Source: an optimization exercise on an open RTL-to-GDS flow (aim: small area, a short achievable clock period and few clock cycles). Production flows keep margins and buffers that such runs may drop.
In this exercise RTL edits were held to simulation tests only and were not proved equivalent to the original.
Power and IR drop assume default switching activity.

==> run C <==
## gcg_synth
module gcg_synth (
    input  wire        clk,
    input  wire        rst,           
    input  wire        sample_tick,   
    output wire        ready,
    input  wire [16:0] stream_len,    
    output wire        mem_req,
    output wire [15:0] mem_addr,
    input  wire        mem_ack,
    input  wire [7:0]  mem_rdata,
    output reg         sample_valid,
    output reg  [7:0]  sample_out,
    output reg         stream_end,
    output wire        halted
);
Settings: LEC_CHECK=0, CAP_MARGIN=20, CORE_MARGIN=2, CORE_UTILIZATION=45, SETUP_SLACK_MARGIN=5, SLEW_MARGIN=20; clock period 10.0 ns.
run.sh (not shown) runs the stock make flow with config.mk's settings and CLKGATE_MAP_FILE= SYNTH_SCRIPT=/design/flow/synth_recipe.tcl, a recipe that flattens the netlist after the stock synthesis.
==> inputs of run H, as changes to run C <==
--- a/flow/design.v
+++ b/flow/design.v
@@ -1002,15 +1002,14 @@
     reg [7:0]  v_value  [0:N-1];
     reg [13:0] v_t      [0:N-1];    
     reg [7:0]  v_s      [0:N-1];    
     reg [13:0] v_q      [0:N-1];    
     reg [13:0] v_cd     [0:N-1];    
     reg [7:0]  v_cs     [0:N-1];    
     reg        v_cz     [0:N-1];    
-    reg        v_byp    [0:N-1];    
     reg [5:0]  pre_a [1:P];         
     reg [5:0]  pre_d [1:P];
     reg [7:0]  pre_s [1:P];
     reg [5:0]  pre_r [1:P];
     reg        pre_v [1:P];         
     reg [7:0]  gvol;
     reg [13:0] tempo_cmp;
@@ -1056,14 +1055,17 @@
     wire       fire_next = (tempo_cnt == tempo_cmp);    
     wire       accept    = ready_r && !b_dead && sample_tick && !halted_r;
     assign ready    = ready_r && !b_dead;
     assign halted   = halted_o;
     reg        b_fetch;             
     reg        b_exec;              
     reg        b_dead;              
+    reg        b_rst0;              
+    reg        pf, pf_wrap, cmd_rdy;
+    reg        x1_late;
     reg [2:0]  byte_idx;
     reg [7:0]  op;
     reg [23:0] sh;                  
     reg [2:0]  burst_left;
     reg [23:0] pk;                  
     reg        top_direct;
     reg [5:0]  enc_a, enc_d;
@@ -1091,15 +1093,18 @@
         end
     end
     reg        x2_on, x2_off, x2_sa, x2_av, x2_tp;    
     reg [N-1:0] x2_mask;            
     reg [P:1]  x2_sel;              
     reg [5:0]  x2_enc;              
     reg [7:0]  x2_s;                
-    reg        fin_d;               
+    reg        fin_d, fin_d2;       
+    reg        x3_t, x3_z, x3_cd, x3_tp;
+    reg [N-1:0] x3_mask;
+    reg [5:0]  x3_idx;
     reg  [5:0] pr_a, pr_d, pr_r;
     reg  [7:0] pr_s;
     reg  [7:0] x2_cs;
     reg        x2_cz;
     always @* begin
         pr_a = 6'd0; pr_d = 6'd0; pr_s = 8'd0; pr_r = 6'd0;
         for (j = 1; j <= P; j = j + 1) begin
@@ -1120,15 +1125,15 @@
     always @* begin
         if (x2_on)       dec_in = pr_a;
         else if (x2_off) dec_in = pr_r;
         else if (x2_sa)  dec_in = pr_d;
         else             dec_in = x2_enc;
     end
     wire [13:0] dec_t;
-    gcg_ms_dec u_dec (.idx(dec_in), .ticks(dec_t));
+    gcg_ms_dec u_dec (.idx(x3_idx), .ticks(dec_t));
     wire        x2_any = x2_on || x2_off || x2_sa || x2_av || x2_tp;
     wire [7:0] note_tw;
     wire [6:0] note_idx = b0[6:0] & {7{cmd == C_NOTEON}};
     gcg_freq_rom u_freq (.note(note_idx), .tuning_word(note_tw));
     wire        pend_z = (pk == 24'd1);
     wire        pend_1 = (pk == 24'd0);
     reg         pend_nz;             
@@ -1141,20 +1146,35 @@
         end
     end
     wire [2:0] burst_left_n = pend_z ? burst_left - 3'd1 : burst_left;
     wire       top_direct_n = top_direct || (pend_z && cmd == C_DIRECT);
     wire       more = pend_nz || (!top_direct_n && burst_left_n != 3'd0);
     wire [8:0]  d_sub = (cmd == C_DIRECT) ? {1'b0, b0} : 9'd0;
     wire [9:0]  pk_lo = {2'b00, pk[7:0]} + 10'd1 - {1'b0, d_sub};    
-    wire [15:0] pk_up = pk_lo[9] ? pk[23:8] - 16'd1 : pk_lo[8] ? pk[23:8] + 16'd1 : pk[23:8];
+    reg  [15:0] pk_inc, pk_dec;      
+    always @* begin
+        pk_inc[0] = 1'b1;
+        pk_dec[0] = 1'b1;
+        for (j = 1; j < 16; j = j + 1) begin
+            pk_inc[j] = pk_inc[j-1] &  pk[8 + j - 1];
+            pk_dec[j] = pk_dec[j-1] & ~pk[8 + j - 1];
+        end
+    end
+    wire [15:0] pk_up = pk_lo[9] ? pk[23:8] ^ pk_dec : pk_lo[8] ? pk[23:8] ^ pk_inc : pk[23:8];
     wire [7:0]  one_m_b = 8'd1 - d_sub[7:0];
     wire [23:0] pk_n = pend_z ? {(d_sub > 9'd1) ? 16'hFFFF : 16'h0000, one_m_b}
                               : {pk_up, pk_lo[7:0]};
     wire exec_done = b_exec;
     wire b_stop    = exec_done && (cmd == C_EOS || !more);    
+    wire start_now = accept && fire_next;                     
+    wire pf_drop   = start_now && pf && pf_wrap;              
+    wire to_rdy    = (pf && !start_now) || (b_stop && cmd != C_EOS);
+    wire f_drop    = b_dead || (b_stop && cmd == C_EOS) || pf_drop;
+    wire late_reg  = (cmd == C_VOLUME || cmd == C_GVOLUME || cmd == C_SWRESET);
+    wire late_in   = (mem_rdata[7:4] == C_SWRESET);
     wire x1_to_x2  = (cmd == C_NOTEON || cmd == C_NOTEOFF || cmd == C_SETADSR ||
                       cmd == C_ADSRVALS || cmd == C_TEMPO);
     wire [7:0]  sine_val [0:N-1];
     reg  [7:0]  osc      [0:N-1];
     genvar g;
     generate
         for (g = 0; g < N; g = g + 1) begin : g_sine
@@ -1301,15 +1321,15 @@
             gcg_scale u_sb (.v(p2_a[g]), .s(v_vol[g]),   .o(sc_b[g]));
         end
     endgenerate
     gcg_remap u_remap (.S(p4_sum), .m(m_out));
     gcg_scale u_so (.v(p5_m), .s(p5_g), .o(s_out));
     always @(posedge clk) begin
         for (i = 0; i < N; i = i + 1) begin
-            p2_a[i] <= v_byp[i] ? p1_o[i] : sc_a[i];
+            p2_a[i] <= sc_a[i];
             p3_b[i] <= sc_b[i];
         end
         p3_g   <= gvol;
         p4_sum <= b_sum;
         p4_g   <= p3_g;
         p5_m   <= m_out;
         p5_g   <= p4_g;
@@ -1361,20 +1381,39 @@
                     if (np + 2'd1 == n_last) ready_r <= 1'b1;
                 end
             end
             if (accept) begin
                 if (fire_next) begin
                     tempo_cnt  <= 14'd0;
                     ready_r    <= 1'b0;
-                    if (at_end) cursor <= 16'd0;
                     burst_left <= N;
                     pk         <= 24'd1;
                     top_direct <= 1'b0;
-                    byte_idx   <= 3'd0;
-                    b_fetch    <= 1'b1;
+                    if (!pf) begin
+                        if (at_end) cursor <= 16'd0;
+                        byte_idx <= 3'd0;
+                        b_fetch  <= 1'b1;
+                    end else begin
+                        pf      <= 1'b0;
+                        cmd_rdy <= 1'b0;
+                        if (pf_wrap) begin
+                            if (!b_fetch) begin
+                                cursor   <= 16'd0;
+                                byte_idx <= 3'd0;
+                                b_fetch  <= 1'b1;
+                            end
+                        end else if (cmd_rdy) begin
+                            if (late_reg) begin
+                                x1_late <= 1'b1;
+                            end else begin
+                                b_exec  <= 1'b1;
+                                b_fetch <= 1'b1;
+                            end
+                        end
+                    end
                 end else begin
                     tempo_cnt <= tempo_cnt + 14'd1;
                     tick_r    <= 1'b1;
                     ready_r   <= (n_last == 2'd0);
                 end
             end
             if (tick_r && final_pass) begin
@@ -1416,58 +1455,90 @@
                             endcase
                         end
                     end
                 end
             end
             if (exec_done) b_exec <= 1'b0;
             if (b_fetch && mem_ack) begin
-                if (b_dead || b_stop) begin
-                    b_fetch <= 1'b0;
+                if (f_drop) begin
+                    if (b_rst0 || pf_drop) begin
+                        cursor   <= 16'd0;
+                        byte_idx <= 3'd0;
+                    end else begin
+                        b_fetch  <= 1'b0;
+                    end
                     b_dead  <= 1'b0;
+                    b_rst0  <= 1'b0;
                 end else begin
                     cursor <= cursor + 16'd1;
                     if (byte_idx == 3'd0) begin
                         op <= mem_rdata;
-                        if (cmd_last(mem_rdata[7:4]) == 3'd0)
-                            b_exec <= 1'b1;
-                        else
+                        if (cmd_last(mem_rdata[7:4]) != 3'd0) begin
                             byte_idx <= 3'd1;
+                        end else if (to_rdy) begin
+                            cmd_rdy <= 1'b1;
+                            b_fetch <= 1'b0;
+                        end else if (start_now && late_in) begin
+                            x1_late <= 1'b1;
+                            b_fetch <= 1'b0;
+                        end else begin
+                            b_exec  <= 1'b1;
+                        end
                     end else begin
                         sh <= {sh[15:0], mem_rdata};
                         if (byte_idx == cmd_last(cmd)) begin
                             byte_idx <= 3'd0;
-                            b_exec   <= 1'b1;
+                            if (to_rdy) begin
+                                cmd_rdy <= 1'b1;
+                                b_fetch <= 1'b0;
+                            end else if (start_now && late_reg) begin
+                                x1_late <= 1'b1;
+                                b_fetch <= 1'b0;
+                            end else begin
+                                b_exec  <= 1'b1;
+                            end
                             if (cmd == C_JUMP)  cursor  <= {sh[7:0], mem_rdata};
                         end else begin
                             byte_idx <= byte_idx + 3'd1;
                         end
                     end
                 end
-            end else if (b_fetch && b_stop) begin
+            end else if (b_fetch && ((b_stop && cmd == C_EOS) || pf_drop)) begin
                 b_dead <= 1'b1;
+                b_rst0 <= pf_drop;
+            end
+            if (x1_late) begin
+                x1_late <= 1'b0;
+                b_exec  <= 1'b1;
+                b_fetch <= 1'b1;
             end
             x2_on  <= 1'b0;
             x2_off <= 1'b0;
             x2_sa  <= 1'b0;
             x2_av  <= 1'b0;
             x2_tp  <= 1'b0;
             fin_d  <= 1'b0;
-            if (fin_d) begin
+            fin_d2 <= fin_d;
+            if (fin_d2) begin
                 tick_r  <= 1'b1;
                 ready_r <= (n_last == 2'd0);
             end
             if (b_exec) begin
                 pk         <= pk_n;
                 burst_left <= burst_left_n;
                 top_direct <= top_direct_n;
                 if (cmd == C_EOS) begin
                     ready_r <= 1'b1;
                 end else if (!more) begin
+                    pf      <= 1'b1;
+                    pf_wrap <= ({1'b0, cursor} >= stream_len);
                     if (x1_to_x2) begin
                         fin_d <= 1'b1;
+                    end else if (x2_any) begin
+                        fin_d2 <= 1'b1;
                     end else begin
                         tick_r  <= 1'b1;
                         ready_r <= (n_last == 2'd0) && cmd != C_WAVE && cmd != C_SWRESET;
                     end
                 end
                 for (i = 0; i < N; i = i + 1)
                     x2_mask[i] <= (cmd == C_ADSRVALS) ? (v_type[i] == ch_type) : (chv == i);
@@ -1501,83 +1572,99 @@
                     if (ch_ok && chv == i) begin
                         case (cmd)
                             C_WAVE:   v_wave[i] <= (b0 < 8'd7) ? b0[2:0] : 3'd0;
                             C_VOLUME: v_vol[i]  <= b0;
                             C_DUTY:   v_duty[i] <= b0;
                             C_NOTEON: begin
                                 v_tw[i]    <= note_tw;
-                                v_value[i] <= 8'd0;
+                                v_value[i] <= (v_type[i] == 5'd0) ? 8'd255 : 8'd0;
                                 v_state[i] <= E_ATTACK;
                                 v_ended[i] <= 1'b0;
                                 v_s[i]     <= 8'd255;
                             end
                             C_NOTEOFF: begin
                                 if (v_type[i] == 5'd0)
                                     v_tw[i] <= 8'd0;
                                 else if (!v_ended[i])
                                     v_state[i] <= E_RELEASE;
                             end
                             C_SYNC:     if (b0[3:0] < N) v_phase[i] <= sync_ph;
                             C_RESETOSC: v_phase[i] <= 8'd0;
                             C_SETADSR: if (b0 <= P) begin
                                 v_type[i]  <= b0[4:0];
-                                v_byp[i]   <= (b0[4:0] == 5'd0);
-                                v_value[i] <= 8'd0;
+                                v_value[i] <= (b0[4:0] == 5'd0) ? 8'd255 : 8'd0;
                                 v_state[i] <= E_ATTACK;
                                 v_ended[i] <= 1'b1;
                             end
                             default: ;
                         endcase
                     end
                     if (cmd == C_SWRESET) begin
                         v_wave[i]  <= 3'd0;
                         v_duty[i]  <= 8'd127;
                         v_tw[i]    <= 8'd0;
                         v_phase[i] <= 8'd0;
                         v_vol[i]   <= 8'd0;
                         v_type[i]  <= 5'd0;
-                        v_byp[i]   <= 1'b1;
+                        v_value[i] <= 8'd255;
                         v_ended[i] <= 1'b1;
                     end
                 end
             end
-            if (x2_tp) begin
+            x3_t    <= x2_on || x2_off;
+            x3_z    <= x2_off && x2_cz;
+            x3_cd   <= x2_sa || x2_av;
+            x3_tp   <= x2_tp;
+            x3_mask <= x2_mask;
+            x3_idx  <= dec_in;
+            if (x3_tp) begin
                 tempo_cmp <= dec_t;
                 tempo_cnt <= 14'd0;
             end
             for (i = 0; i < N; i = i + 1) begin
-                if (x2_mask[i]) begin
-                    if (x2_on || x2_off) begin
-                        v_t[i] <= (x2_off && x2_cz) ? 14'd0 : dec_t;
-                        v_q[i] <= (x2_off && x2_cz) ? 14'd0 : dec_t;
+                if (x3_mask[i]) begin
+                    if (x3_t) begin
+                        v_t[i] <= x3_z ? 14'd0 : dec_t;
+                        v_q[i] <= x3_z ? 14'd0 : dec_t;
                     end
-                    if (x2_off) begin
+                    if (x3_cd) v_cd[i] <= dec_t;
+                end
+            end
+            for (i = 0; i < N; i = i + 1) begin
+                if (x2_mask[i]) begin
+                    if (x2_off && !(b_exec && cmd == C_SWRESET)) begin
                         v_value[i] <= x2_cs;
                         v_s[i]     <= x2_cs | {7'd0, x2_cz};
                     end
                     if (x2_sa) begin
-                        v_cd[i] <= dec_t;
                         v_cs[i] <= pr_s;
                         v_cz[i] <= (pr_s == 8'd0);
                     end
                     if (x2_av) begin
-                        v_cd[i] <= dec_t;
                         v_cs[i] <= x2_s;
                         v_cz[i] <= (x2_s == 8'd0);
                     end
                 end
             end
         if (rst) begin
             ready_r    <= 1'b1;
             tick_r     <= 1'b0;
             np         <= 2'd0;
             b_fetch    <= 1'b0;
             b_exec     <= 1'b0;
             b_dead     <= 1'b0;
+            b_rst0     <= 1'b0;
+            pf         <= 1'b0;
+            cmd_rdy    <= 1'b0;
+            x1_late    <= 1'b0;
             fin_d      <= 1'b0;
+            fin_d2     <= 1'b0;
+            x3_t       <= 1'b0;
+            x3_cd      <= 1'b0;
+            x3_tp      <= 1'b0;
             x2_on      <= 1'b0;
             x2_off     <= 1'b0;
             x2_sa      <= 1'b0;
             x2_av      <= 1'b0;
             x2_tp      <= 1'b0;
             byte_idx   <= 3'd0;
             tempo_cmp  <= 14'd14;
@@ -1591,15 +1678,15 @@
             for (i = 0; i < N; i = i + 1) begin
                 v_wave[i]  <= 3'd0;
                 v_duty[i]  <= 8'd127;
                 v_tw[i]    <= 8'd0;
                 v_phase[i] <= 8'd0;
                 v_vol[i]   <= 8'd0;
                 v_type[i]  <= 5'd0;
-                v_byp[i]   <= 1'b1;
+                v_value[i] <= 8'd255;
                 v_ended[i] <= 1'b1;
             end
             for (i = 1; i <= P; i = i + 1)
                 pre_v[i] <= 1'b0;
         end
     end
 endmodule
==> flow/flow/run.sh (new file) <==
#!/bin/bash
set -euo pipefail
bash standard.sh SETUP_SLACK_MARGIN=7 finish > standard_make.log 2>&1
==> flow/standard.sh (new file) <==
#!/bin/bash
# synth_recipe.tcl (not shown) runs the flow's synth.tcl, then flattens the netlist and writes it again
# the make line also repeats each setting of config.mk as NAME=value (left out here)
make -C /OpenROAD-flow-scripts/flow DESIGN_CONFIG=/design/flow/config.mk WORK_HOME=/design/flow/orfs CLKGATE_MAP_FILE= SYNTH_SCRIPT=/design/flow/synth_recipe.tcl "${@:-finish}"
removed: flow/run.sh
==> inputs of run Y, as changes to run C <==
--- a/flow/design.v
+++ b/flow/design.v
@@ -1002,15 +1002,14 @@
     reg [7:0]  v_value  [0:N-1];
     reg [13:0] v_t      [0:N-1];    
     reg [7:0]  v_s      [0:N-1];    
     reg [13:0] v_q      [0:N-1];    
     reg [13:0] v_cd     [0:N-1];    
     reg [7:0]  v_cs     [0:N-1];    
     reg        v_cz     [0:N-1];    
-    reg        v_byp    [0:N-1];    
     reg [5:0]  pre_a [1:P];         
     reg [5:0]  pre_d [1:P];
     reg [7:0]  pre_s [1:P];
     reg [5:0]  pre_r [1:P];
     reg        pre_v [1:P];         
     reg [7:0]  gvol;
     reg [13:0] tempo_cmp;
@@ -1091,15 +1090,18 @@
         end
     end
     reg        x2_on, x2_off, x2_sa, x2_av, x2_tp;    
     reg [N-1:0] x2_mask;            
     reg [P:1]  x2_sel;              
     reg [5:0]  x2_enc;              
     reg [7:0]  x2_s;                
-    reg        fin_d;               
+    reg        fin_d, fin_d2;       
+    reg        x3_t, x3_z, x3_cd, x3_tp;
+    reg [N-1:0] x3_mask;
+    reg [5:0]  x3_idx;
     reg  [5:0] pr_a, pr_d, pr_r;
     reg  [7:0] pr_s;
     reg  [7:0] x2_cs;
     reg        x2_cz;
     always @* begin
         pr_a = 6'd0; pr_d = 6'd0; pr_s = 8'd0; pr_r = 6'd0;
         for (j = 1; j <= P; j = j + 1) begin
@@ -1120,15 +1122,15 @@
     always @* begin
         if (x2_on)       dec_in = pr_a;
         else if (x2_off) dec_in = pr_r;
         else if (x2_sa)  dec_in = pr_d;
         else             dec_in = x2_enc;
     end
     wire [13:0] dec_t;
-    gcg_ms_dec u_dec (.idx(dec_in), .ticks(dec_t));
+    gcg_ms_dec u_dec (.idx(x3_idx), .ticks(dec_t));
     wire        x2_any = x2_on || x2_off || x2_sa || x2_av || x2_tp;
     wire [7:0] note_tw;
     wire [6:0] note_idx = b0[6:0] & {7{cmd == C_NOTEON}};
     gcg_freq_rom u_freq (.note(note_idx), .tuning_word(note_tw));
     wire        pend_z = (pk == 24'd1);
     wire        pend_1 = (pk == 24'd0);
     reg         pend_nz;             
@@ -1141,15 +1143,24 @@
         end
     end
     wire [2:0] burst_left_n = pend_z ? burst_left - 3'd1 : burst_left;
     wire       top_direct_n = top_direct || (pend_z && cmd == C_DIRECT);
     wire       more = pend_nz || (!top_direct_n && burst_left_n != 3'd0);
     wire [8:0]  d_sub = (cmd == C_DIRECT) ? {1'b0, b0} : 9'd0;
     wire [9:0]  pk_lo = {2'b00, pk[7:0]} + 10'd1 - {1'b0, d_sub};    
-    wire [15:0] pk_up = pk_lo[9] ? pk[23:8] - 16'd1 : pk_lo[8] ? pk[23:8] + 16'd1 : pk[23:8];
+    reg  [15:0] pk_inc, pk_dec;      
+    always @* begin
+        pk_inc[0] = 1'b1;
+        pk_dec[0] = 1'b1;
+        for (j = 1; j < 16; j = j + 1) begin
+            pk_inc[j] = pk_inc[j-1] &  pk[8 + j - 1];
+            pk_dec[j] = pk_dec[j-1] & ~pk[8 + j - 1];
+        end
+    end
+    wire [15:0] pk_up = pk_lo[9] ? pk[23:8] ^ pk_dec : pk_lo[8] ? pk[23:8] ^ pk_inc : pk[23:8];
     wire [7:0]  one_m_b = 8'd1 - d_sub[7:0];
     wire [23:0] pk_n = pend_z ? {(d_sub > 9'd1) ? 16'hFFFF : 16'h0000, one_m_b}
                               : {pk_up, pk_lo[7:0]};
     wire exec_done = b_exec;
     wire b_stop    = exec_done && (cmd == C_EOS || !more);    
     wire x1_to_x2  = (cmd == C_NOTEON || cmd == C_NOTEOFF || cmd == C_SETADSR ||
                       cmd == C_ADSRVALS || cmd == C_TEMPO);
@@ -1301,15 +1312,15 @@
             gcg_scale u_sb (.v(p2_a[g]), .s(v_vol[g]),   .o(sc_b[g]));
         end
     endgenerate
     gcg_remap u_remap (.S(p4_sum), .m(m_out));
     gcg_scale u_so (.v(p5_m), .s(p5_g), .o(s_out));
     always @(posedge clk) begin
         for (i = 0; i < N; i = i + 1) begin
-            p2_a[i] <= v_byp[i] ? p1_o[i] : sc_a[i];
+            p2_a[i] <= sc_a[i];
             p3_b[i] <= sc_b[i];
         end
         p3_g   <= gvol;
         p4_sum <= b_sum;
         p4_g   <= p3_g;
         p5_m   <= m_out;
         p5_g   <= p4_g;
@@ -1447,27 +1458,30 @@
             end
             x2_on  <= 1'b0;
             x2_off <= 1'b0;
             x2_sa  <= 1'b0;
             x2_av  <= 1'b0;
             x2_tp  <= 1'b0;
             fin_d  <= 1'b0;
-            if (fin_d) begin
+            fin_d2 <= fin_d;
+            if (fin_d2) begin
                 tick_r  <= 1'b1;
                 ready_r <= (n_last == 2'd0);
             end
             if (b_exec) begin
                 pk         <= pk_n;
                 burst_left <= burst_left_n;
                 top_direct <= top_direct_n;
                 if (cmd == C_EOS) begin
                     ready_r <= 1'b1;
                 end else if (!more) begin
                     if (x1_to_x2) begin
                         fin_d <= 1'b1;
+                    end else if (x2_any) begin
+                        fin_d2 <= 1'b1;
                     end else begin
                         tick_r  <= 1'b1;
                         ready_r <= (n_last == 2'd0) && cmd != C_WAVE && cmd != C_SWRESET;
                     end
                 end
                 for (i = 0; i < N; i = i + 1)
                     x2_mask[i] <= (cmd == C_ADSRVALS) ? (v_type[i] == ch_type) : (chv == i);
@@ -1501,83 +1515,95 @@
                     if (ch_ok && chv == i) begin
                         case (cmd)
                             C_WAVE:   v_wave[i] <= (b0 < 8'd7) ? b0[2:0] : 3'd0;
                             C_VOLUME: v_vol[i]  <= b0;
                             C_DUTY:   v_duty[i] <= b0;
                             C_NOTEON: begin
                                 v_tw[i]    <= note_tw;
-                                v_value[i] <= 8'd0;
+                                v_value[i] <= (v_type[i] == 5'd0) ? 8'd255 : 8'd0;
                                 v_state[i] <= E_ATTACK;
                                 v_ended[i] <= 1'b0;
                                 v_s[i]     <= 8'd255;
                             end
                             C_NOTEOFF: begin
                                 if (v_type[i] == 5'd0)
                                     v_tw[i] <= 8'd0;
                                 else if (!v_ended[i])
                                     v_state[i] <= E_RELEASE;
                             end
                             C_SYNC:     if (b0[3:0] < N) v_phase[i] <= sync_ph;
                             C_RESETOSC: v_phase[i] <= 8'd0;
                             C_SETADSR: if (b0 <= P) begin
                                 v_type[i]  <= b0[4:0];
-                                v_byp[i]   <= (b0[4:0] == 5'd0);
-                                v_value[i] <= 8'd0;
+                                v_value[i] <= (b0[4:0] == 5'd0) ? 8'd255 : 8'd0;
                                 v_state[i] <= E_ATTACK;
                                 v_ended[i] <= 1'b1;
                             end
                             default: ;
                         endcase
                     end
                     if (cmd == C_SWRESET) begin
                         v_wave[i]  <= 3'd0;
                         v_duty[i]  <= 8'd127;
                         v_tw[i]    <= 8'd0;
                         v_phase[i] <= 8'd0;
                         v_vol[i]   <= 8'd0;
                         v_type[i]  <= 5'd0;
-                        v_byp[i]   <= 1'b1;
+                        v_value[i] <= 8'd255;
                         v_ended[i] <= 1'b1;
                     end
                 end
             end
-            if (x2_tp) begin
+            x3_t    <= x2_on || x2_off;
+            x3_z    <= x2_off && x2_cz;
+            x3_cd   <= x2_sa || x2_av;
+            x3_tp   <= x2_tp;
+            x3_mask <= x2_mask;
+            x3_idx  <= dec_in;
+            if (x3_tp) begin
                 tempo_cmp <= dec_t;
                 tempo_cnt <= 14'd0;
             end
             for (i = 0; i < N; i = i + 1) begin
-                if (x2_mask[i]) begin
-                    if (x2_on || x2_off) begin
-                        v_t[i] <= (x2_off && x2_cz) ? 14'd0 : dec_t;
-                        v_q[i] <= (x2_off && x2_cz) ? 14'd0 : dec_t;
+                if (x3_mask[i]) begin
+                    if (x3_t) begin
+                        v_t[i] <= x3_z ? 14'd0 : dec_t;
+                        v_q[i] <= x3_z ? 14'd0 : dec_t;
                     end
-                    if (x2_off) begin
+                    if (x3_cd) v_cd[i] <= dec_t;
+                end
+            end
+            for (i = 0; i < N; i = i + 1) begin
+                if (x2_mask[i]) begin
+                    if (x2_off && !(b_exec && cmd == C_SWRESET)) begin
                         v_value[i] <= x2_cs;
                         v_s[i]     <= x2_cs | {7'd0, x2_cz};
                     end
                     if (x2_sa) begin
-                        v_cd[i] <= dec_t;
                         v_cs[i] <= pr_s;
                         v_cz[i] <= (pr_s == 8'd0);
                     end
                     if (x2_av) begin
-                        v_cd[i] <= dec_t;
                         v_cs[i] <= x2_s;
                         v_cz[i] <= (x2_s == 8'd0);
                     end
                 end
             end
         if (rst) begin
             ready_r    <= 1'b1;
             tick_r     <= 1'b0;
             np         <= 2'd0;
             b_fetch    <= 1'b0;
             b_exec     <= 1'b0;
             b_dead     <= 1'b0;
             fin_d      <= 1'b0;
+            fin_d2     <= 1'b0;
+            x3_t       <= 1'b0;
+            x3_cd      <= 1'b0;
+            x3_tp      <= 1'b0;
             x2_on      <= 1'b0;
             x2_off     <= 1'b0;
             x2_sa      <= 1'b0;
             x2_av      <= 1'b0;
             x2_tp      <= 1'b0;
             byte_idx   <= 3'd0;
             tempo_cmp  <= 14'd14;
@@ -1591,15 +1617,15 @@
             for (i = 0; i < N; i = i + 1) begin
                 v_wave[i]  <= 3'd0;
                 v_duty[i]  <= 8'd127;
                 v_tw[i]    <= 8'd0;
                 v_phase[i] <= 8'd0;
                 v_vol[i]   <= 8'd0;
                 v_type[i]  <= 5'd0;
-                v_byp[i]   <= 1'b1;
+                v_value[i] <= 8'd255;
                 v_ended[i] <= 1'b1;
             end
             for (i = 1; i <= P; i = i + 1)
                 pre_v[i] <= 1'b0;
         end
     end
 endmodule
==> qor summary <==
item                                                                     run C                     run Y                    run H
Power density of the placed cells                                   117 nW/um2                119 nW/um2               102 nW/um2
Worst reg2reg path startpoint                                            op[4]             v_phase[4][0]                p4_sum[3]
CP max stage delay                                                      410 ps                    990 ps                   560 ps
Post-cts repair resize count                                                12                        15                     1478
WP buf/inv                                                                   5                         1                        3
Setup clock skew after layout                                           140 ps                    116 ps                   112 ps
Tap Count                                                                 3202                      3202                     3312
Worst setup path endpoint                                               pk[23]                p1_o[4][1]                  p5_m[0]
Max Clk Rate                                                           201 MHz                   204 MHz                  231 MHz
Worst slack, placed                                                    3890 ps                   4740 ps                  5160 ps
Logic depth of the worst register-to-register path                          25                        11                       16
Minimum period implied by the final worst setup slack                  4980 ps                   4900 ps                  4330 ps
Outcome                                                complete, no violations   complete, no violations  complete, no violations
Drt first-iter violations                                                 8816                      8584                    10600
Global Route met1 Usage                                                  37.4%                     37.9%                    40.0%
Drt via density                                                           6.04                      5.96                     6.03
Fraction of the mapped netlist area in compound gates                    16.7%                     15.5%                    15.6%
Synth Net Count                                                          13300                     13100                    13400
Area of the multi-input gates                                        66900 um2                 65700 um2                76700 um2
CP max-delay cell                                       sky130_fd_sc_hd__or4_1  sky130_fd_sc_hd__a31oi_1    sky130_fd_sc_hd__fa_1
Area growth from synthesis to final layout                               10.1%                     10.3%                    27.2%
Met3 wirelength from detailed routing                                  27.8 mm                   30.2 mm                  37.6 mm
Antenna diode count                                                          6                         5                       11
Seq Cell Count                                                            1541                      1560                     1565
Non-clock buffers                                                          333                       340                     1263
Testbench counts of run C, summed over its fixed seeds: cycles 16,887.
Testbench counts of run H, summed over its fixed seeds: cycles 16,707.
Testbench counts of run Y, summed over its fixed seeds: cycles 16,976.

==> separate check: timing with driven ports <==
In the flow no input, the clock included, has a driving cell. The finished layouts below were timed again as built, in two steps.
Step 1 sets driving cells, clkbuf_16 on the clock port and buf_2 on the other inputs (assumed; they add their load-dependent delay and slew).
Step 2 adds t to the input delays and takes it off the output delays; t is the mean of the earliest and latest rising clock arrival at the registers after step 1. Input paths then give back, and output paths get back, about the clock's delay inside the block.
Slacks: ideal / step 1 / step 2; pairs: ideal / step 1.
| run | t (ns) | setup WS [ns] | worst hold slack (ns) | clock arrival spread, ns | worst slew at a driven data input, ns |
|---|---|---|---|---|---|
| run C | 0.958 | 5.016 / 5.016 / 4.807 | 0.325 / 0.325 / 0.325 | 0.145 / 0.146 | 0.12 |
| run H | 0.939 | 5.675 / 5.675 / 5.675 | 0.325 / 0.325 / 0.325 | 0.114 / 0.114 | 0.08 |
| run Y | 0.966 | 5.102 / 5.102 / 4.859 | 0.326 / 0.326 / 0.326 | 0.122 / 0.122 | 0.06 |
After both steps every run listed still meets setup and hold. The setup slack of run Y, which loses most, moves by 0.000 ns with the drivers and by -0.243 ns with both steps.
